What follows belongs to an exercise in optimizing a design on an open flow for small area and a short achievable clock period; a production flow would make more cautious choices.
RTL that was checked went through simulation tests only; none was proved equivalent to the original.
No functional check of the RTL was part of run 4.
Power and IR drop assume default switching activity.

===== design/flow/run.sh =====
#!/bin/bash
# synth_recipe.tcl (not shown) runs the flow's synth.tcl, then flattens the netlist and writes it again
# the make line also repeats each setting of config.mk as NAME=value (left out here)
make -C /OpenROAD-flow-scripts/flow DESIGN_CONFIG=/design/flow/config.mk WORK_HOME=/design/flow/orfs CLKGATE_MAP_FILE= SYNTH_SCRIPT=/design/flow/synth_recipe.tcl finish

===== design/flow/config.mk =====
export PLATFORM = sky130hd
export DESIGN_NAME = midi_framer
export DESIGN_NICKNAME = midi_framer
export VERILOG_FILES = /design/flow/design.v
export SDC_FILE = /design/flow/constraint.sdc
export NUM_CORES = 4
export LEC_CHECK = 0
export CAP_MARGIN = 20
export CORE_MARGIN = 2
export CORE_UTILIZATION = 50
export CTS_CLUSTER_DIAMETER = 80
export CTS_CLUSTER_SIZE = 25
export PLACE_DENSITY = 0.7
export SETUP_SLACK_MARGIN = 4.55
export SLEW_MARGIN = 20

===== design/flow/constraint.sdc =====
create_clock -name core_clock -period 7.0 [get_ports {clk}]
set_input_delay 1.4000 -clock core_clock [delete_from_list [all_inputs] [get_ports {clk}]]
set_output_delay 1.4000 -clock core_clock [all_outputs]
set_load 0.01 [all_outputs]

===== design/flow/design.v =====
module midi_ring (
    input  wire       clk,
    input  wire       rst,
    input  wire       push,
    input  wire [7:0] push_byte,
    input  wire       step_en,
    output wire [7:0] front,        
    output wire       do_pop,       
    output wire       do_check,     
    output wire       ovf
);
    localparam [5:0] CNT0  = 6'd0;     
    localparam [5:0] CNT1  = 6'd1;     
    localparam [5:0] CNT63 = 6'd32;    
    reg [7:0] S [0:62-1];
    reg [5:0] cnt;
    reg       ovf_r;
    reg       phase;                
    reg [7:0] front_r;
    function [5:0] up;
        input [5:0] x;
        up = {x[4:0], x[5] ^ x[4] ^ ~|x[4:0]};
    endfunction
    function [5:0] down;
        input [5:0] y;
        down = {y[0] ^ y[5] ^ ~|y[5:1], y[5:1]};
    endfunction
    wire empty  = (cnt == CNT0);
    wire one    = (cnt == CNT1);
    wire full   = (cnt == CNT63);
    wire pop_ok = ~phase & ~empty;
    assign do_pop   = step_en & pop_ok;
    assign do_check = step_en & phase;
    assign ovf      = ovf_r;
    assign front    = front_r;
    wire [511:0] rd_tab;         
    assign rd_tab[8*2 +: 8] = S[0];    
    assign rd_tab[8*4 +: 8] = S[1];    
    assign rd_tab[8*8 +: 8] = S[2];    
    assign rd_tab[8*16 +: 8] = S[3];    
    assign rd_tab[8*33 +: 8] = S[4];    
    assign rd_tab[8*3 +: 8] = S[5];    
    assign rd_tab[8*6 +: 8] = S[6];    
    assign rd_tab[8*12 +: 8] = S[7];    
    assign rd_tab[8*24 +: 8] = S[8];    
    assign rd_tab[8*49 +: 8] = S[9];    
    assign rd_tab[8*34 +: 8] = S[10];    
    assign rd_tab[8*5 +: 8] = S[11];    
    assign rd_tab[8*10 +: 8] = S[12];    
    assign rd_tab[8*20 +: 8] = S[13];    
    assign rd_tab[8*41 +: 8] = S[14];    
    assign rd_tab[8*19 +: 8] = S[15];    
    assign rd_tab[8*39 +: 8] = S[16];    
    assign rd_tab[8*15 +: 8] = S[17];    
    assign rd_tab[8*30 +: 8] = S[18];    
    assign rd_tab[8*61 +: 8] = S[19];    
    assign rd_tab[8*58 +: 8] = S[20];    
    assign rd_tab[8*52 +: 8] = S[21];    
    assign rd_tab[8*40 +: 8] = S[22];    
    assign rd_tab[8*17 +: 8] = S[23];    
    assign rd_tab[8*35 +: 8] = S[24];    
    assign rd_tab[8*7 +: 8] = S[25];    
    assign rd_tab[8*14 +: 8] = S[26];    
    assign rd_tab[8*28 +: 8] = S[27];    
    assign rd_tab[8*57 +: 8] = S[28];    
    assign rd_tab[8*50 +: 8] = S[29];    
    assign rd_tab[8*36 +: 8] = S[30];    
    assign rd_tab[8*9 +: 8] = S[31];    
    assign rd_tab[8*18 +: 8] = S[32];    
    assign rd_tab[8*37 +: 8] = S[33];    
    assign rd_tab[8*11 +: 8] = S[34];    
    assign rd_tab[8*22 +: 8] = S[35];    
    assign rd_tab[8*45 +: 8] = S[36];    
    assign rd_tab[8*27 +: 8] = S[37];    
    assign rd_tab[8*55 +: 8] = S[38];    
    assign rd_tab[8*46 +: 8] = S[39];    
    assign rd_tab[8*29 +: 8] = S[40];    
    assign rd_tab[8*59 +: 8] = S[41];    
    assign rd_tab[8*54 +: 8] = S[42];    
    assign rd_tab[8*44 +: 8] = S[43];    
    assign rd_tab[8*25 +: 8] = S[44];    
    assign rd_tab[8*51 +: 8] = S[45];    
    assign rd_tab[8*38 +: 8] = S[46];    
    assign rd_tab[8*13 +: 8] = S[47];    
    assign rd_tab[8*26 +: 8] = S[48];    
    assign rd_tab[8*53 +: 8] = S[49];    
    assign rd_tab[8*42 +: 8] = S[50];    
    assign rd_tab[8*21 +: 8] = S[51];    
    assign rd_tab[8*43 +: 8] = S[52];    
    assign rd_tab[8*23 +: 8] = S[53];    
    assign rd_tab[8*47 +: 8] = S[54];    
    assign rd_tab[8*31 +: 8] = S[55];    
    assign rd_tab[8*63 +: 8] = S[56];    
    assign rd_tab[8*62 +: 8] = S[57];    
    assign rd_tab[8*60 +: 8] = S[58];    
    assign rd_tab[8*56 +: 8] = S[59];    
    assign rd_tab[8*48 +: 8] = S[60];    
    assign rd_tab[8*32 +: 8] = S[61];    
    assign rd_tab[8*0 +: 8] = 8'bx;     
    assign rd_tab[8*1 +: 8] = 8'bx;     
    wire [7:0] rd = rd_tab[8*cnt +: 8];
    wire [7:0] front_pop   = one ? push_byte : rd;
    wire [7:0] front_nopop = (empty | (push & full)) ? push_byte : front_r;
    wire [5:0] cnt_pop     = push ? cnt : down(cnt);
    wire [5:0] cnt_nopop   = push ? (full ? CNT1 : up(cnt)) : cnt;
    integer i;
    always @(posedge clk) begin
        if (push) begin
            S[0] <= push_byte;
            for (i = 1; i < 62; i = i + 1)
                S[i] <= S[i-1];
        end
        front_r <= do_pop ? front_pop : front_nopop;
    end
    always @(posedge clk) begin
        if (rst) begin
            cnt   <= CNT0;
            ovf_r <= 1'b0;
            phase <= 1'b0;
        end else begin
            cnt <= do_pop ? cnt_pop : cnt_nopop;
            if (~do_pop & push & full)
                ovf_r <= 1'b1;
            else if (do_check)
                ovf_r <= 1'b0;
            if (step_en)
                phase <= ~phase & empty;
        end
    end
endmodule
module midi_parser (
    input  wire       clk,
    input  wire       rst,
    input  wire       feed,
    input  wire [7:0] feed_byte,
    input  wire       force_desync,
    output reg        msg_valid,
    output wire [7:0] msg_status,
    output wire [7:0] msg_d1,
    output wire [7:0] msg_d2,
    output wire [1:0] msg_len
);
    reg [6:0] rs;
    reg       rs_v;
    reg       have;
    reg [7:0] pd1;
    reg [6:0] st_q;
    reg [7:0] d1_q;
    reg [7:0] d2_q;
    reg [1:0] len_q;
    wire [7:0] b     = feed_byte;
    wire       rt    = &b[7:3];
    wire       stat  = b[7] & ~rt;             
    wire       chan  = b[7] & ~(&b[6:4]);      
    wire       need1 = rs[6] & ~rs[5];         
    wire       acc   = ~b[7] & rs_v;           
    wire       emit  = rt | (acc & (need1 | have));
    always @(posedge clk) begin
        st_q  <= rt ? b[6:0] : rs;
        d1_q  <= rt ? 8'h00 : (need1 ? b : pd1);
        d2_q  <= (rt | need1) ? 8'h00 : b;
        len_q <= {~rt, b[7] | ~need1};
        if (feed & chan)
            rs <= b[6:0];
        if (feed & acc & ~need1 & ~have)
            pd1 <= b;
    end
    always @(posedge clk) begin
        if (rst) begin
            msg_valid <= 1'b0;
            rs_v      <= 1'b0;
            have      <= 1'b0;
        end else begin
            msg_valid <= feed & emit;
            if (force_desync) begin
                rs_v <= 1'b0;
                have <= 1'b0;
            end else if (feed) begin
                if (stat) begin
                    rs_v <= chan;
                    have <= 1'b0;
                end else if (acc & ~need1) begin
                    have <= ~have;
                end
            end
        end
    end
    assign msg_status = {1'b1, st_q};
    assign msg_d1     = d1_q;
    assign msg_d2     = d2_q;
    assign msg_len    = len_q;
endmodule
module midi_framer (
    input  wire       clk,
    input  wire       rst,           
    input  wire       in_valid,
    input  wire [7:0] in_byte,
    input  wire       step_en,       
    input  wire       desync_req,    
    output wire       msg_valid,
    output wire [7:0] msg_status,
    output wire [7:0] msg_d1,
    output wire [7:0] msg_d2,
    output wire [1:0] msg_len
);
    wire [7:0] front;
    wire       do_pop, do_check, ovf;
    midi_ring u_ring (
        .clk      (clk),
        .rst      (rst),
        .push     (in_valid),
        .push_byte(in_byte),
        .step_en  (step_en),
        .front    (front),
        .do_pop   (do_pop),
        .do_check (do_check),
        .ovf      (ovf)
    );
    midi_parser u_parser (
        .clk         (clk),
        .rst         (rst),
        .feed        (do_pop),
        .feed_byte   (front),
        .force_desync((do_check & ovf) | desync_req),
        .msg_valid   (msg_valid),
        .msg_status  (msg_status),
        .msg_d1      (msg_d1),
        .msg_d2      (msg_d2),
        .msg_len     (msg_len)
    );
endmodule

==> results of run 1 <==
==> registers in the layout (all words and copies together) (netlist names) <==
name                count
u_parser.d1_q           8
u_parser.d2_q           8
u_parser.have           1
u_parser.len_q          2
u_parser.msg_valid      1
u_parser.pd1            8
u_parser.rs             7
u_parser.rs_v           1
u_parser.st_q           7
u_ring.S              496
u_ring.cnt              6
u_ring.front_r          8
u_ring.ovf_r            1
u_ring.phase            1
==> synthesized netlist by cell type (11+ instances only) <==
master,count,area (sq um)
nand2_1,60,225
a211oi_1,12,90.1
mux2_2,31,349
o22ai_1,25,156
nor2b_1,16,100
nor2_1,25,93.8
mux2i_1,57,571
mux4_2,83,1870
a22oi_1,13,97.6
o21ai_0,14,70.1
dfxtp_1,36,721
buf_4,11,82.6
a21oi_1,40,200
buf_2,17,85.1
edfxtp_1,519,15600
buf_6,11,124
clkbuf_1,16,60.1
==> cells by family (layout without fill, tap and decap cells) <==
kind of cell / count (synthesis) / after routing / synth area share, %
AOI/OAI and AO/OA: 146 / 146 / 4.47
adders and majority gates: 3 / 3 / 0.176
buffers and inverters: 68 / 126 / 2.14
DFF: 555 / 555 / 76.5
muxes: 175 / 175 / 13.6
other: 1 / 1 / 0.0176
and+or+nand+nor: 139 / 139 / 3.15
==> worst max path at each step <==
stage	to	depth (start not counted)	start	slack, ns
floorplan	u_ring.cnt[2]	8	step_en	4.55
global placement	u_ring.cnt[5]	9	step_en	3.44
detailed placement	u_ring.cnt[5]	9	step_en	3.43
CTS	msg_d1[7]	1	u_parser.d1_q[7]	4.53
global route	u_ring.front_r[7]	7	u_ring.cnt[1]	4.49
finish	msg_d2[3]	1	u_parser.d2_q[3]	4.56
==> per-layer routing <==
layer / part of all wire, % / up-vias / GRT usage (%)
met4: 2.2 / 0 / 5.34
met2: 45 / 471 / 29.8
met5: 0 / - / 0
li1: - / 4495 / -
met1: 44 / 5468 / 30.9
met3: 8.2 / 59 / 2.56
==> layout make-up <==
class                   instances  area, sq um  share of cell area, %
clock buffers                  34          723                   3.09
clock inverters                11          135                  0.578
inverters                       7         32.5                  0.139
multi-input cells             464         4650                   19.9
flip-flops and latches        555        16300                   69.8
well taps                     539          674                   2.88
repair buffers                 74          846                   3.62
==> power by group through the flow <==
| stage | clock network [mW] | logic, mW | registers (mW) |
|---|---|---|---|
| final | 1.82 | 1.29 | 4.14 |
| after global routing | 1.98 | 1.37 | 4.17 |
| after global placement | 0 | 1.10 | 4.23 |
| after detailed placement | 0 | 1.11 | 4.24 |
| after CTS | 1.87 | 1.24 | 4.14 |
| after floorplan | 0 | 0.837 | 4.12 |
==> stage by stage <==
step	area (sq um)	hold WS, ns	instances
final	23400	0.427	1684
after global routing	23400	0.435	1684
after CTS	23200	0.433	1674
after detailed placement	22100	0.412	1615
after global placement	22100	0.409	1615
after floorplan	21400	0.401	1087
==> cell usage in the layout (no fill, tap or decap), types with 4 or more instances in the layout <==
cell type / n
buf_2: 18
and3_1: 8
a221oi_1: 6
o21ai_0: 13
nand3_1: 6
clkbuf_16: 30
a211oi_1: 12
a21oi_1: 38
nand2_1: 57
mux4_1: 4
nor2b_1: 14
mux2i_1: 56
clkdlybuf4s50_1: 10
o211ai_1: 5
mux4_2: 83
clkbuf_1: 6
buf_12: 4
dfxtp_1: 23
mux2_2: 31
a22oi_1: 13
buf_4: 19
inv_1: 5
a31oi_1: 10
o221ai_1: 5
nand2b_1: 8
edfxtp_1: 519
dfxtp_2: 10
nor2_1: 24
buf_6: 11
o22ai_1: 25
buf_16: 5
nor3_1: 4
==> repair_timing <==
action | 4_1_cts | 5_1_grt
endpoints found under the setup margin | 313 | 164
gates resized for setup | 138 | 17
setup buffers | 11 | 8
gates cloned | 3 | 2
==> parameters.txt, run 1 <==
Parameter                              Value

Floorplan
  Cell row count    75
  Top-Level Pins    40
  Initial Utilization    a little over 50%
  Floorplan die width    about 210 um
  Overall die height    210 um
  Die footprint    44300 sq um
  Core box area    between 40000 and 50000 sq um

STA
  Unrepaired setup endpoints after global routing    yes
  Setup_tns    0 ns
  Number of hold violations in the final report    0
  Largest clock skew in the final design    ~0.031 ns
  Total setup violations reported at the end of the flow    0
  Max Fclk    410 MHz
  Final Slew Violations    0
  Headroom to the max-slew limit    between 40% and 50%
  Final critical delay including setup and external delays    around 2.4 ns
  Tightest Pin Transition    between 0.8 and 0.9 ns
  Worst Slack Setup Final    approximately 4.6 ns
  Final clock period utilization by the worst path    a little over a third

Setup path
  Launching element type of the critical path    register
  Cell breakdown of the critical path    buf_6
  Critical Setup Path Class    register to output port
  Critical register-to-register path startpoint    u_ring.cnt[4]
  Max incr delay on CP    ~0.33 ns
  Required time of the critical path    between 5 and 6 ns
  Maximum fanout along the worst path    1
  Depth of the most critical reg-to-reg path    5
  Slowest stage cell, crit path    dfxtp_2
  Type of destination of the critical path    output port
  End of the worst register-to-register path    u_ring.front_r[5]
  Reg-to-reg slack, setup    approximately 4.6 ns
  Number of buffers and inverters on the critical path    1
  Arrival time at the worst endpoint    1.04 ns
  Kind of cell adding the most delay to the critical path    flip-flops

Power and ir drop
  Psw    ~1.9 mW
  Power density of the placed cells    between 300 and 400 nW/um^2
  Cell-internal power    5.36 mW
  Leakage component of the power    approximately 7.6 nW
  Proportion of power drawn by the clock network    between 20% and 30%
  Switching part of the total    around a quarter
  Overall power of the completed layout    between 7 and 8 mW
  Maximum vdd drop    between 0.00015 and 0.0002 V
  Power share of the combinational group    approximately 18%
  Sequential fraction of design power    a little under three fifths

Drt
  DRC violation total after the first TritonRoute iteration    1376
  Vias after detailed routing    ~10000
  Number of vias per cell    slightly above 6
  Post-detailed-routing wire length    44200 um
  Total DRC errors in the routed layout    0
  Drt pass-1 iters    5
  Post-route ant nets    0
  Drt wl/cell    26.2 um

Synthesis
  #FFs+latches synth    around 560
  Most used DFF post-synth    edfxtp_1
  Sequential area share after synthesis    roughly three quarters
  Cells after synthesis    1087
  YS warnings    3
  Nets in the synthesized netlist    1103
  Post-synth design cell area    21300 sq um
  Post-synth EDFFs    around 520
  Average cell area after synthesis    around 20 sq um
  Synth unique cells    just under 50
  Share of synthesized flip-flops with an asynchronous set or reset    0%

CTS
  TritonCTS clock tree    built
  Clock latency of the later-clocked register in the worst-skew pair    roughly 0.61 ns
  Clock sink count    ~560
  Longest Clk Path Bufs    3
  CTS clk-pin slew, worst paths    ~0.10 ns
  Library cell used as clock root buffer    clkbuf_16
  Hold buffer count at CTS    0
  Number of buffers added by the clock tree synthesis step    28
  Clock H-tree levels    1

Final layout
  Fillcell total    slightly above 3000
  N_diodes    0
  Fraction of layout instances using a drive strength above 1    between 20% and 30%
  Layout Utilization    between 50% and 60%
  Area delta synth->final    9.70%
  Nets@finish    1146

Flow run
  MaxCap Viol Count    0

Placement
  HPWL after DPL    25300 um
  Routability Congestion    between 0.8 and 0.9
  Number of buffer cells added on primary ports    38
  Post-Place Worst Slack    3.43 ns

Global routing
  Vias in the first global route    approximately 10000
  Antenna violations before repair    0
  Total global routing overflow    0
  GRT Overall Usage    19.8%
  Global-route wire length before repair    around 65000 um
  Pin count of the biggest net entering global routing    177

Hold path
  Hold Crit Depth    0
  Beginning of the worst hold path    u_ring.S[58][6]
  End point of the most critical hold path    u_ring.S[59][6]
  Hold WC Path Type    register to register

Run status
  Run status  no timing/DRC/antenna violations
==> inputs of run 2 (changes only) <==
--- a/design/flow/config.mk
+++ b/design/flow/config.mk
@@ -7,9 +7,9 @@
 export LEC_CHECK = 0
 export CAP_MARGIN = 20
 export CORE_MARGIN = 2
-export CORE_UTILIZATION = 50
+export CORE_UTILIZATION = 55
 export CTS_CLUSTER_DIAMETER = 80
 export CTS_CLUSTER_SIZE = 25
-export PLACE_DENSITY = 0.7
-export SETUP_SLACK_MARGIN = 4.55
+export PLACE_DENSITY = 0.72
+export SETUP_SLACK_MARGIN = 4.6
 export SLEW_MARGIN = 20
==> parameters.txt, run 2 <==
Parameter                              Value

Final layout
  Register ranked first by flip-flop count    u_ring.S
  Fraction of layout instances using a drive strength above 1    21.7% (-0.034 points)
  Fillcell total    2727 (-13%)
  Area delta synth->final    9.87%
  Leading cell type in the layout, fill and taps excluded    edfxtp_1
  Max FFs per register    496 (unchanged)
  Nets@finish    1151 (+0.44%)
  N_diodes    0 (unchanged)
  Commonest cells after routing, fill and taps aside    edfxtp_1, mux4_2, mux2i_1

Global routing
  Global-route wire length before repair    66300 um (+1.9%)
  Antenna violations before repair    0 (unchanged)
  Vias in the first global route    10430 (+1.4%)
  GRT Overall Usage    22.0% (+2.2 points)
  Total global routing overflow    0 (unchanged)
  Pin count of the biggest net entering global routing    96 (-46%)

CTS
  Library cell used as clock root buffer    clkbuf_16
  Clock latency of the later-clocked register in the worst-skew pair    0.58 ns (-0.03 ns)
  Longest Clk Path Bufs    3 (unchanged)
  Clock sink count    555 (unchanged)
  CTS clk-pin slew, worst paths    0.09 ns (about the same)
  Number of buffers added by the clock tree synthesis step    27 (-3.6%)
  Clock H-tree levels    1 (unchanged)
  TritonCTS clock tree    built

Setup path
  Reg-to-reg slack, setup    4.63 ns (+0.05 ns)
  Arrival time at the worst endpoint    1.02 ns (-0.02 ns)
  Max incr delay on CP    0.32 ns (about the same)
  Kind of cell adding the most delay to the critical path    flip-flops
  Type of destination of the critical path    output port
  Number of buffers and inverters on the critical path    1 (unchanged)
  Critical Setup Path Class    register to output port
  Required time of the critical path    5.60 ns (about the same)
  Launching element type of the critical path    register
  Cell breakdown of the critical path    buf_2
  Maximum fanout along the worst path    1 (unchanged)
  Slowest stage cell, crit path    dfxtp_1

Floorplan
  Top-Level Pins    40 (unchanged)
  Core box area    38500 sq um (-8.5%)
  Initial Utilization    55.4% (+4.7 points)
  Die footprint    40400 sq um (-8.9%)
  Cell row count    72 (-4.0%)
  Overall die height    201 um (-4.6%)
  Floorplan die width    201 um (-4.6%)

Drt
  Drt pass-1 iters    5 (unchanged)
  Total DRC errors in the routed layout    0 (unchanged)
  Drt wl/cell    26.5 um (+1.1%)
  Post-route ant nets    0 (unchanged)
  Number of vias per cell    6.37 (+2.2%)
  Vias after detailed routing    10662 (+1.6%)
  Post-detailed-routing wire length    44400 um (+0.52%)
  DRC violation total after the first TritonRoute iteration    1495 (+8.6%)

Placement
  Routability Congestion    0.811 (-1.5%)
  HPWL after DPL    25800 um (+1.9%)
  Number of buffer cells added on primary ports    38 (unchanged)

STA
  Total setup violations reported at the end of the flow    0 (unchanged)
  Unrepaired setup endpoints after global routing    yes
  Largest clock skew in the final design    0.0193 ns (-0.0116 ns)
  Final critical delay including setup and external delays    2.42 ns (-0.0143 ns)
  Number of hold violations in the final report    0 (unchanged)
  Setup_tns    0 ns (unchanged)
  Headroom to the max-slew limit    50.1% (+6.9 points)
  Final Slew Violations    0 (unchanged)
  Final hold slack    0.425 ns (-0.00177 ns)
  Final clock period utilization by the worst path    34.6% (-0.20 points)
  Tightest Pin Transition    0.747 ns (-0.103 ns)
  Max Fclk    413 MHz (+0.59%)

Run status
  Run status  no timing/DRC/antenna violations

Synthesis
  Synth area leaders    edfxtp_1, mux4_2, dfxtp_1
  Sequential area share after synthesis    76.5% (unchanged)
  Post-synth design cell area    21300 sq um (unchanged)
  Most common cell in the synthesized netlist    edfxtp_1
  Average cell area after synthesis    19.6 sq um (unchanged)
  Post-synth top cells    edfxtp_1, mux4_2, nand2_1
  #FFs+latches synth    555 (unchanged)
  Synth unique cells    49 (unchanged)
  Area share of the largest cell type after synthesis    73.1% (unchanged)
  Most area-hungry cell type in the Yosys netlist    edfxtp_1
  Cells after synthesis    1087 (unchanged)
  Nets in the synthesized netlist    1103 (unchanged)
  Share of synthesized flip-flops with an asynchronous set or reset    0% (unchanged)
  Post-synth EDFFs    519 (unchanged)
  YS warnings    3 (unchanged)
  Most used DFF post-synth    edfxtp_1

Power and ir drop
  Maximum vdd drop    0.000182 V (+1.2%)
  Leakage component of the power    7.60 nW (+0.52%)
  Power density of the placed cells    307 nW/um^2 (-1.2%)

Hold path
  Hold WC Path Type    register to register

Flow run
  MaxCap Viol Count    0 (unchanged)
==> run 2: cell counts after synthesis <==
Identical to the previous run, type by type.
==> run 2: layout make-up <==
cell class / instances / area [sq um] / share of cell area, %
Sequential cell: 555 / 16300 / 69.7
Clock buffer: 44 / 801 / 3.42
Clock inverter: 6 / 48.8 / 0.208
Timing Repair Buffer: 80 / 930 / 3.97
Multi-Input combinational cell: 464 / 4640 / 19.8
Inverter: 7 / 35.0 / 0.150
Tap cell: 518 / 648 / 2.77
==> run 2: through the flow <==
| stage | std cells | utilization (%) | setup slack (ns) | power (mW) | area [sq um] |
|---|---|---|---|---|---|
| floorplan | 1087 | - | 4.58 | 4.96 | 21400 |
| global placement | 1597 | 57.5 | 3.61 | 5.33 | 22100 |
| detailed placement | 1597 | 57.5 | 3.58 | 5.35 | 22100 |
| CTS | 1666 | 60.6 | 4.56 | 7.19 | 23300 |
| global route | 1674 | 60.9 | 4.54 | 7.45 | 23400 |
| finish | 1674 | 60.9 | 4.58 | 7.18 | 23400 |
==> run 2: final timing paths <==
check,start,to,cells past startpoint
hold / removal,u_parser.rs[3],u_parser.st_q[3],1
setup / recovery,u_parser.d2_q[4],msg_d2[4],1
setup reg to reg,u_ring.cnt[0],u_ring.front_r[5],7
hold reg to reg,u_parser.rs[3],u_parser.st_q[3],1
==> run 2: routing by layer <==
| metal | part of all wire [%] | track usage (%) | routed length (um) |
|---|---|---|---|
| met5 | 0 | 0 | 0 |
| met2 | 46 | 33.1 | 20400 |
| met1 | 43 | 33.6 | 19100 |
| met3 | 8.5 | 4.07 | 3770 |
| met4 | 2.5 | 5.69 | 1100 |
==> run 2: cells by family (layout without fill, tap and decap cells) <==
kind of cell	after synthesis	in the layout	synth area share (%)
fa+ha+maj	3	3	0.176
mux	175	175	13.6
other cells	1	1	0.0176
compound gates	146	146	4.47
flops	555	555	76.5
buf+inv	68	137	2.14
simple gates	139	139	3.15
==> run 2: where the power goes <==
group	internal (mW)	switching, mW	leakage, nW
clock network	0.802	1.00	0.416
registers	3.94	0.192	5.37
logic	0.598	0.643	1.81
total	5.34	1.84	7.60
==> run 2: repair_timing <==
item | CTS | global route
setup buffers | 15 | 8
pin swaps | 1 | 2
gates cloned | 4 | 0
hold buffers | 0 | 0
gates resized for setup | 141 | 15
endpoints found under the setup margin | 430 | 144
==> inputs of run 3 (changes only) <==
--- a/design/flow/config.mk
+++ b/design/flow/config.mk
@@ -7,9 +7,9 @@
 export LEC_CHECK = 0
 export CAP_MARGIN = 20
 export CORE_MARGIN = 2
-export CORE_UTILIZATION = 55
+export CORE_UTILIZATION = 45
 export CTS_CLUSTER_DIAMETER = 80
 export CTS_CLUSTER_SIZE = 25
-export PLACE_DENSITY = 0.72
+export PLACE_DENSITY = 0.65
 export SETUP_SLACK_MARGIN = 4.6
 export SLEW_MARGIN = 20
==> parameters.txt, run 3 <==
Parameter                              Value

Final layout
  Leading cell type in the layout, fill and taps excluded    edfxtp_1
  Register ranked first by flip-flop count    u_ring.S
  Seq. cell area    16300 sq um (about the same)
  Layout Utilization    50.4% (-10 points)
  Final instance area    23500 sq um (+0.48%)
  Fillcell total    3745 (+37%)
  Commonest cells after routing, fill and taps aside    edfxtp_1, mux4_2, nand2_1, mux2i_1, a21oi_1
  Area of combinational cells with multiple inputs    4660 sq um (+0.40%)
  Nets@finish    1149 (-0.17%)
  Max FFs per register    496 (unchanged)
  Fraction of layout instances using a drive strength above 1    22.0% (+0.32 points)
  Area delta synth->final    10.4%

Global routing
  GRT Overall Usage    18.2% (-3.8 points)
  Vias in the first global route    10209 (-2.1%)
  Total global routing overflow    0 (unchanged)
  Antenna violations before repair    1 (+1)
  Pin count of the biggest net entering global routing    127 (+32%)
  Global-route wire length before repair    66600 um (+0.59%)

CTS
  CTS clk-pin slew, worst paths    0.09 ns (about the same)
  Clock latency of the later-clocked register in the worst-skew pair    0.59 ns (about the same)
  Hold buffer count at CTS    0 (unchanged)
  Longest Clk Path Bufs    3 (unchanged)
  Clock H-tree levels    1 (unchanged)
  Clock sink count    555 (unchanged)
  Number of buffers added by the clock tree synthesis step    27 (unchanged)
  TritonCTS clock tree    built
  Library cell used as clock root buffer    clkbuf_16

Setup path
  Max incr delay on CP    0.33 ns (about the same)
  Slowest stage cell, crit path    dfxtp_2
  Type of destination of the critical path    output port
  Reg-to-reg slack, setup    4.62 ns (about the same)
  Number of buffers and inverters on the critical path    1 (unchanged)
  Cell breakdown of the critical path    buf_6
  Arrival time at the worst endpoint    1.02 ns (about the same)
  Maximum fanout along the worst path    1 (unchanged)
  Kind of cell adding the most delay to the critical path    flip-flops
  Required time of the critical path    5.60 ns (about the same)
  Launching element type of the critical path    register
  Critical Setup Path Class    register to output port

Drt
  DRC violation total after the first TritonRoute iteration    1561 (+4.4%)
  Post-route ant nets    0 (unchanged)
  Post-detailed-routing wire length    45900 um (+3.5%)
  Drt wl/cell    26.1 um (-1.7%)
  Drt pass-1 iters    17 (+12)
  Total DRC errors in the routed layout    0 (unchanged)
  Number of vias per cell    6.04 (-5.2%)
  Vias after detailed routing    10632 (-0.28%)

STA
  Unrepaired setup endpoints after global routing    yes
  Total setup violations reported at the end of the flow    0 (unchanged)
  Final Slew Violations    0 (unchanged)
  Final hold slack    0.440 ns (+0.0149 ns)
  Headroom to the max-slew limit    48.5% (-1.6 points)
  Setup_tns    0 ns (unchanged)
  Tightest Pin Transition    0.771 ns (+0.0238 ns)
  Final clock period utilization by the worst path    34.6% (-0.066 points)
  Worst Slack Setup Final    4.58 ns (+0.00460 ns)
  Number of hold violations in the final report    0 (unchanged)
  Max Fclk    413 MHz (+0.19%)
  Final critical delay including setup and external delays    2.42 ns (-0.00460 ns)
  Largest clock skew in the final design    0.0164 ns (-0.00292 ns)

Floorplan
  Initial Utilization    45.7% (-9.7 points)
  Core box area    46700 sq um (+21%)
  Floorplan die width    222 um (+10%)
  Cell row count    79 (+9.7%)
  Overall die height    222 um (+10%)
  Top-Level Pins    40 (unchanged)
  Die footprint    49100 sq um (+22%)

Placement
  Instance area at placement    22200 sq um (+0.50%)
  Post-Place Worst Slack    3.53 ns (-0.0507 ns)
  Routability Congestion    0.775 (-4.5%)
  Number of buffer cells added on primary ports    38 (unchanged)
  HPWL after DPL    26500 um (+3.0%)

Synthesis
  YS warnings    3 (unchanged)
  Synth Area in Compound Gates    4.47% (unchanged)
  Post-synth EDFFs    519 (unchanged)
  Post-synth top cells    edfxtp_1, mux4_2, nand2_1
  Cells after synthesis    1087 (unchanged)
  Mux contribution to synthesized area    13.6% (unchanged)
  Simple-Gate Fraction of Synth Area    3.15% (unchanged)
  #FFs+latches synth    555 (unchanged)
  Most area-hungry cell type in the Yosys netlist    edfxtp_1
  Most used DFF post-synth    edfxtp_1
  Area share of the largest cell type after synthesis    73.1% (unchanged)
  Average cell area after synthesis    19.6 sq um (unchanged)
  Most common cell in the synthesized netlist    edfxtp_1
  Share of synthesized flip-flops with an asynchronous set or reset    0% (unchanged)
  Post-synth design cell area    21300 sq um (unchanged)
  Adder-cell share of the synthesized area    0.176% (unchanged)
  Synth unique cells    49 (unchanged)
  Xor and xnor area share after synthesis    0% (unchanged)
  Sequential area share after synthesis    76.5% (unchanged)
  Main combinational cell family by area after synthesis    multiplexers
  Nets in the synthesized netlist    1103 (unchanged)
  Synth area leaders    edfxtp_1, mux4_2, dfxtp_1

Run status
  Run status  no timing/DRC/antenna violations

Flow run
  MaxCap Viol Count    0 (unchanged)

Hold path
  Hold WC Path Type    register to register

Power and ir drop
  Leakage component of the power    7.58 nW (-0.26%)
  Power density of the placed cells    308 nW/um^2 (+0.47%)
  Maximum vdd drop    0.000186 V (+2.3%)
run 3: what timing repair did:
action	4_1_cts	5_1_grt
pin swaps	1	1
gates resized for setup	147	27
setup endpoints to repair	190	281
cloned	3	3
setup buffers	17	2
run 3: power breakdown:
part | total [mW] | switching, mW | internal, mW
clock network | 1.78 | 1.01 | 0.771
logic | 1.33 | 0.692 | 0.634
registers | 4.14 | 0.199 | 3.94
run 3: final timing paths:
check / from / end / cells after the start
min reg2reg: u_parser.rs[3] / u_parser.st_q[3] / 1
max: u_parser.d2_q[3] / msg_d2[3] / 1
min: u_parser.rs[3] / u_parser.st_q[3] / 1
max reg2reg: u_ring.cnt[1] / u_ring.front_r[7] / 7
run 3: through the flow:
| stage | power, mW | cells |
|---|---|---|
| 2_1_floorplan | 4.96 | 1087 |
| 3_3_place_gp | 5.37 | 1686 |
| 3_5_place_dp | 5.38 | 1686 |
| 4_1_cts | 7.24 | 1755 |
| 5_1_grt | 7.52 | 1760 |
| 6_report | 7.25 | 1761 |
run 3: metal layers:
layer | track usage, % | up-vias | share of wire (%) | wire length, um
met1 | 27.5 | 5575 | 44 | 20100
li1 | - | 4522 | - | -
met5 | 0 | - | 0 | 0
met2 | 27.2 | 479 | 45 | 20800
met3 | 3.87 | 56 | 9.1 | 4170
met4 | 4.42 | 0 | 1.9 | 866
run 3: cell families after synthesis:
kind of cell             after synthesis
AO/OA/AOI/OAI                        146
flip-flops                           555
buffers and inverters                 68
multiplexers                         175
AND/OR/NAND/NOR                      139
adder cells (fa/ha/maj)                3
other                                  1
run 3: area by class of cell:
class,instances,share of cell area [%]
Multi-Input combinational cell,464,19.8
Clock inverter,5,0.191
Timing Repair Buffer,78,3.97
Sequential cell,555,69.4
Clock buffer,44,3.27
Antenna cell,1,0.0106
Tap cell,607,3.23
Inverter,7,0.149
==> inputs of run 4 (changes only) <==
--- a/design/flow/design.v
+++ b/design/flow/design.v
@@ -11,6 +11,8 @@
 );
     localparam [5:0] CNT0  = 6'd0;     
     localparam [5:0] CNT1  = 6'd1;     
+    localparam [5:0] CNT2  = 6'd2;
+    localparam [5:0] CNT62 = 6'd48;
     localparam [5:0] CNT63 = 6'd32;    
     reg [7:0] S [0:62-1];
     reg [5:0] cnt;
@@ -25,9 +27,9 @@
         input [5:0] y;
         down = {y[0] ^ y[5] ^ ~|y[5:1], y[5:1]};
     endfunction
-    wire empty  = (cnt == CNT0);
-    wire one    = (cnt == CNT1);
-    wire full   = (cnt == CNT63);
+    reg  empty, one, full;
+    wire two    = (cnt == CNT2);
+    wire fill62 = (cnt == CNT62);
     wire pop_ok = ~phase & ~empty;
     assign do_pop   = step_en & pop_ok;
     assign do_check = step_en & phase;
@@ -115,10 +117,16 @@
     always @(posedge clk) begin
         if (rst) begin
             cnt   <= CNT0;
+            empty <= 1'b1;
+            one   <= 1'b0;
+            full  <= 1'b0;
             ovf_r <= 1'b0;
             phase <= 1'b0;
         end else begin
-            cnt <= do_pop ? cnt_pop : cnt_nopop;
+            cnt   <= do_pop ? cnt_pop : cnt_nopop;
+            empty <= do_pop ? (~push & one) : (~push & empty);
+            one   <= do_pop ? (push ? one : two) : (push ? (empty | full) : one);
+            full  <= do_pop ? (push & full) : (push ? fill62 : full);
             if (~do_pop & push & full)
                 ovf_r <= 1'b1;
             else if (do_check)
--- a/design/flow/config.mk
+++ b/design/flow/config.mk
@@ -7,9 +7,9 @@
 export LEC_CHECK = 0
 export CAP_MARGIN = 20
 export CORE_MARGIN = 2
-export CORE_UTILIZATION = 45
+export CORE_UTILIZATION = 50
 export CTS_CLUSTER_DIAMETER = 80
 export CTS_CLUSTER_SIZE = 25
-export PLACE_DENSITY = 0.65
+export PLACE_DENSITY = 0.7
 export SETUP_SLACK_MARGIN = 4.6
 export SLEW_MARGIN = 20
==> parameters.txt, run 4 <==
Parameter                              Value

Setup path
  Required time of the critical path    5.60 ns (about the same)
  Maximum fanout along the worst path    1 (unchanged)
  End of the worst register-to-register path    u_ring.front_r[2]
  Slowest stage cell, crit path    dfxtp_1
  Number of buffers and inverters on the critical path    1 (unchanged)
  Critical register-to-register path startpoint    u_ring.cnt[1]
  Critical Setup Path Class    register to output port
  Type of destination of the critical path    output port
  Launching element type of the critical path    register
  Depth of the most critical reg-to-reg path    6 (-1)
  Cell breakdown of the critical path    buf_2
  Arrival time at the worst endpoint    1.03 ns (about the same)
  Kind of cell adding the most delay to the critical path    flip-flops
  Reg-to-reg slack, setup    4.60 ns (-0.02 ns)
  Max incr delay on CP    0.32 ns (about the same)

Run status
  Run status  no timing/DRC/antenna violations

Placement
  HPWL after DPL    25300 um (-4.5%)
  Post-Place Worst Slack    2.69 ns (-0.840 ns)
  Instance area at placement    22300 sq um (+0.24%)
  Number of buffer cells added on primary ports    38 (unchanged)
  Routability Congestion    0.790 (+1.9%)

CTS
  Clock H-tree levels    1 (unchanged)
  Longest Clk Path Bufs    3 (unchanged)
  TritonCTS clock tree    built
  Number of buffers added by the clock tree synthesis step    29 (+7.4%)
  CTS clk-pin slew, worst paths    0.10 ns (about the same)
  Hold buffer count at CTS    0 (unchanged)
  Clock sink count    558 (+0.54%)
  Library cell used as clock root buffer    clkbuf_16
  Clock latency of the later-clocked register in the worst-skew pair    0.58 ns (about the same)

Final layout
  Nets@finish    1167 (+1.6%)
  Commonest cells after routing, fill and taps aside    edfxtp_1, mux4_2, mux2i_1
  Leading cell type in the layout, fill and taps excluded    edfxtp_1
  Max FFs per register    496 (unchanged)
  Final instance area    23700 sq um (+0.54%)
  Fraction of layout instances using a drive strength above 1    20.9% (-1.1 points)
  Area delta synth->final    10.6%
  Register ranked first by flip-flop count    u_ring.S
  N_diodes    0 (-1)

Floorplan
  Die footprint    44500 sq um (-9.5%)
  Overall die height    211 um (-4.9%)
  Core box area    42100 sq um (-9.7%)
  Floorplan die width    211 um (-4.9%)
  Top-Level Pins    40 (unchanged)
  Initial Utilization    50.8% (+5.1 points)
  Cell row count    75 (-5.1%)

Synthesis
  Post-synth EDFFs    519 (unchanged)
  #FFs+latches synth    558 (+0.54%)
  Most area-hungry cell type in the Yosys netlist    edfxtp_1
  Average cell area after synthesis    19.5 sq um (-0.48%)
  Most common cell in the synthesized netlist    edfxtp_1
  Post-synth design cell area    21400 sq um (+0.35%)
  Post-synth top cells    edfxtp_1, mux4_2, mux2i_1
  Area share of the largest cell type after synthesis    72.8% (-0.25 points)
  Share of synthesized flip-flops with an asynchronous set or reset    0% (unchanged)
  Synth unique cells    56 (+14%)
  Nets in the synthesized netlist    1113 (+0.91%)
  Sequential area share after synthesis    76.5% (about the same)
  YS warnings    3 (unchanged)
  Synth area leaders    edfxtp_1, mux4_2, dfxtp_1
  Cells after synthesis    1096 (+0.83%)
  Most used DFF post-synth    edfxtp_1

Drt
  Number of vias per cell    6.33 (+4.8%)
  Total DRC errors in the routed layout    0 (unchanged)
  DRC violation total after the first TritonRoute iteration    1463 (-6.3%)
  Post-detailed-routing wire length    45800 um (-0.32%)
  Drt wl/cell    26.8 um (+2.6%)
  Post-route ant nets    0 (unchanged)
  Drt pass-1 iters    5 (-12)
  Vias after detailed routing    10828 (+1.8%)

Power and ir drop
  Leakage component of the power    7.79 nW (+2.8%)
  Overall power of the completed layout    6.63 mW (-8.6%)
  Maximum vdd drop    0.000235 V (+27%)
  Power density of the placed cells    280 nW/um^2 (-9.0%)

Global routing
  Vias in the first global route    10462 (+2.5%)
  Total global routing overflow    0 (unchanged)
  Antenna violations before repair    0 (-1)
  GRT Overall Usage    20.1% (+1.9 points)
  Global-route wire length before repair    66500 um (-0.25%)
  Pin count of the biggest net entering global routing    127 (unchanged)

STA
  Max Fclk    412 MHz (-0.28%)
  Final Slew Violations    0 (unchanged)
  Final clock period utilization by the worst path    34.7% (+0.097 points)
  Unrepaired setup endpoints after global routing    yes
  Number of hold violations in the final report    0 (unchanged)
  Final critical delay including setup and external delays    2.43 ns (+0.00680 ns)
  Largest clock skew in the final design    0.0180 ns (+0.00160 ns)
  Setup_tns    0 ns (unchanged)
  Final hold slack    0.429 ns (-0.0106 ns)
  Total setup violations reported at the end of the flow    0 (unchanged)
  Worst Slack Setup Final    4.57 ns (-0.00680 ns)
  Headroom to the max-slew limit    41.4% (-7.1 points)
  Tightest Pin Transition    0.875 ns (+0.104 ns)

Hold path
  Hold WC Path Type    register to register
  End point of the most critical hold path    u_parser.st_q[3]
  Beginning of the worst hold path    u_parser.rs[3]
  Hold Crit Depth    1 (unchanged)

Flow run
  MaxCap Viol Count    0 (unchanged)
[run 4: cell count changes after synthesis, moves of 8 or more]
cell / change
clkbuf_1: +11
o221ai_1: +12
a31oi_1: -10
nor2b_1: -11
o21ai_0: -12
a2bb2oi_1: +8
o22ai_1: -17
mux4_2: -12
a211oi_1: -10
nand2_1: -8
a21oi_1: -17
nand3_1: +12
[run 4: cells by family (layout without fill, tap and decap cells)]
| kind of cell | Yosys count | after routing | share of synthesized area (%) |
|---|---|---|---|
| AOI/OAI and AO/OA | 137 | 137 | 4.98 |
| xor gates and xnor gates | 2 | 2 | 0.0819 |
| adders and majority gates | 4 | 4 | 0.234 |
| buffers and inverters | 82 | 158 | 1.98 |
| DFF | 558 | 558 | 76.5 |
| muxes | 170 | 170 | 13.0 |
| other | 1 | 1 | 0.0175 |
| and+or+nand+nor | 142 | 142 | 3.23 |
[run 4: power by group]
group          internal (mW)  leakage, nW  total, mW  switching, mW
clock                  0.813        0.435       1.86           1.05
combinational          0.352         1.96      0.780          0.428
sequential              3.86         5.40       3.99          0.126
[run 4: layout make-up]
class / instances / area (sq um)
fill: 3028 / 18500
sequential: 558 / 16400
inverter: 14 / 56.3
timing repair buffer: 91 / 967
clock inverter: 11 / 110
tap: 539 / 674
multi-input combinational: 456 / 4690
clock buffer: 42 / 785
[run 4: per-stage QoR]
step / cells / utilization [%]
floorplan: 1096 / -
detailed placement: 1621 / 52.9
global placement: 1621 / 52.9
global route: 1711 / 56.2
CTS: 1703 / 55.8
finish: 1711 / 56.2
[run 4: routing by layer]
layer	share of wire, %	GRT usage [%]	vias up
li1	-	-	4582
met1	42	30.8	5584
met2	47	31.3	596
met3	9.1	2.45	66
met4	1.8	4.66	0
met5	0	0	-
[run 4: worst max-delay path by stage]
stage,slack (ns),cells after the start,startpoint,to
floorplan,4.35,7,step_en,u_ring.one
global placement,2.73,6,step_en,u_ring.front_r[1]
detailed placement,2.69,6,step_en,u_ring.front_r[0]
CTS,4.55,1,u_parser.msg_valid,msg_valid
global route,4.53,6,u_ring.cnt[1],u_ring.front_r[2]
finish,4.57,1,u_parser.msg_valid,msg_valid
[run 4: repair_timing]
item / in CTS / in global routing
setup endpoints to repair: 229 / 143
resized for setup: 132 / 15
pin swaps: 2 / 4
cloned: 2 / 3
buffers inserted: 27 / 5

## port drivers added, routing unchanged
No port has a modelled driver above. Below, the same layouts with a new extraction and two added sets of constraints.
Step 1 assumes that a clkbuf_16 drives the clock port and a buf_2 every other input.
Step 2 moves the port delays by t, midway between the first and last clock arrival at a register: inputs arrive t later, outputs are due t later. That takes back most of the time a late clock gives input paths.
a / b / c = ideal / step 1 / step 2; a / b = the first two.
run | t, ns | setup slack, ns | worst data-port slew with drivers (ns) | cell pins on the clock port's net
run 1 | 0.646 | 4.562 / 4.506 / 3.965 | 0.06 | 1
run 2 | 0.631 | 4.576 / 4.521 / 4.061 | 0.06 | 1
run 3 | 0.636 | 4.581 / 4.524 / 4.050 | 0.06 | 1
run 4 | 0.624 | 4.574 / 4.522 / 4.012 | 0.08 | 1
After both steps setup and hold are still met in every run listed. The setup slack of run 1, which loses most, moves by -0.056 ns with the drivers and by -0.597 ns with both steps.
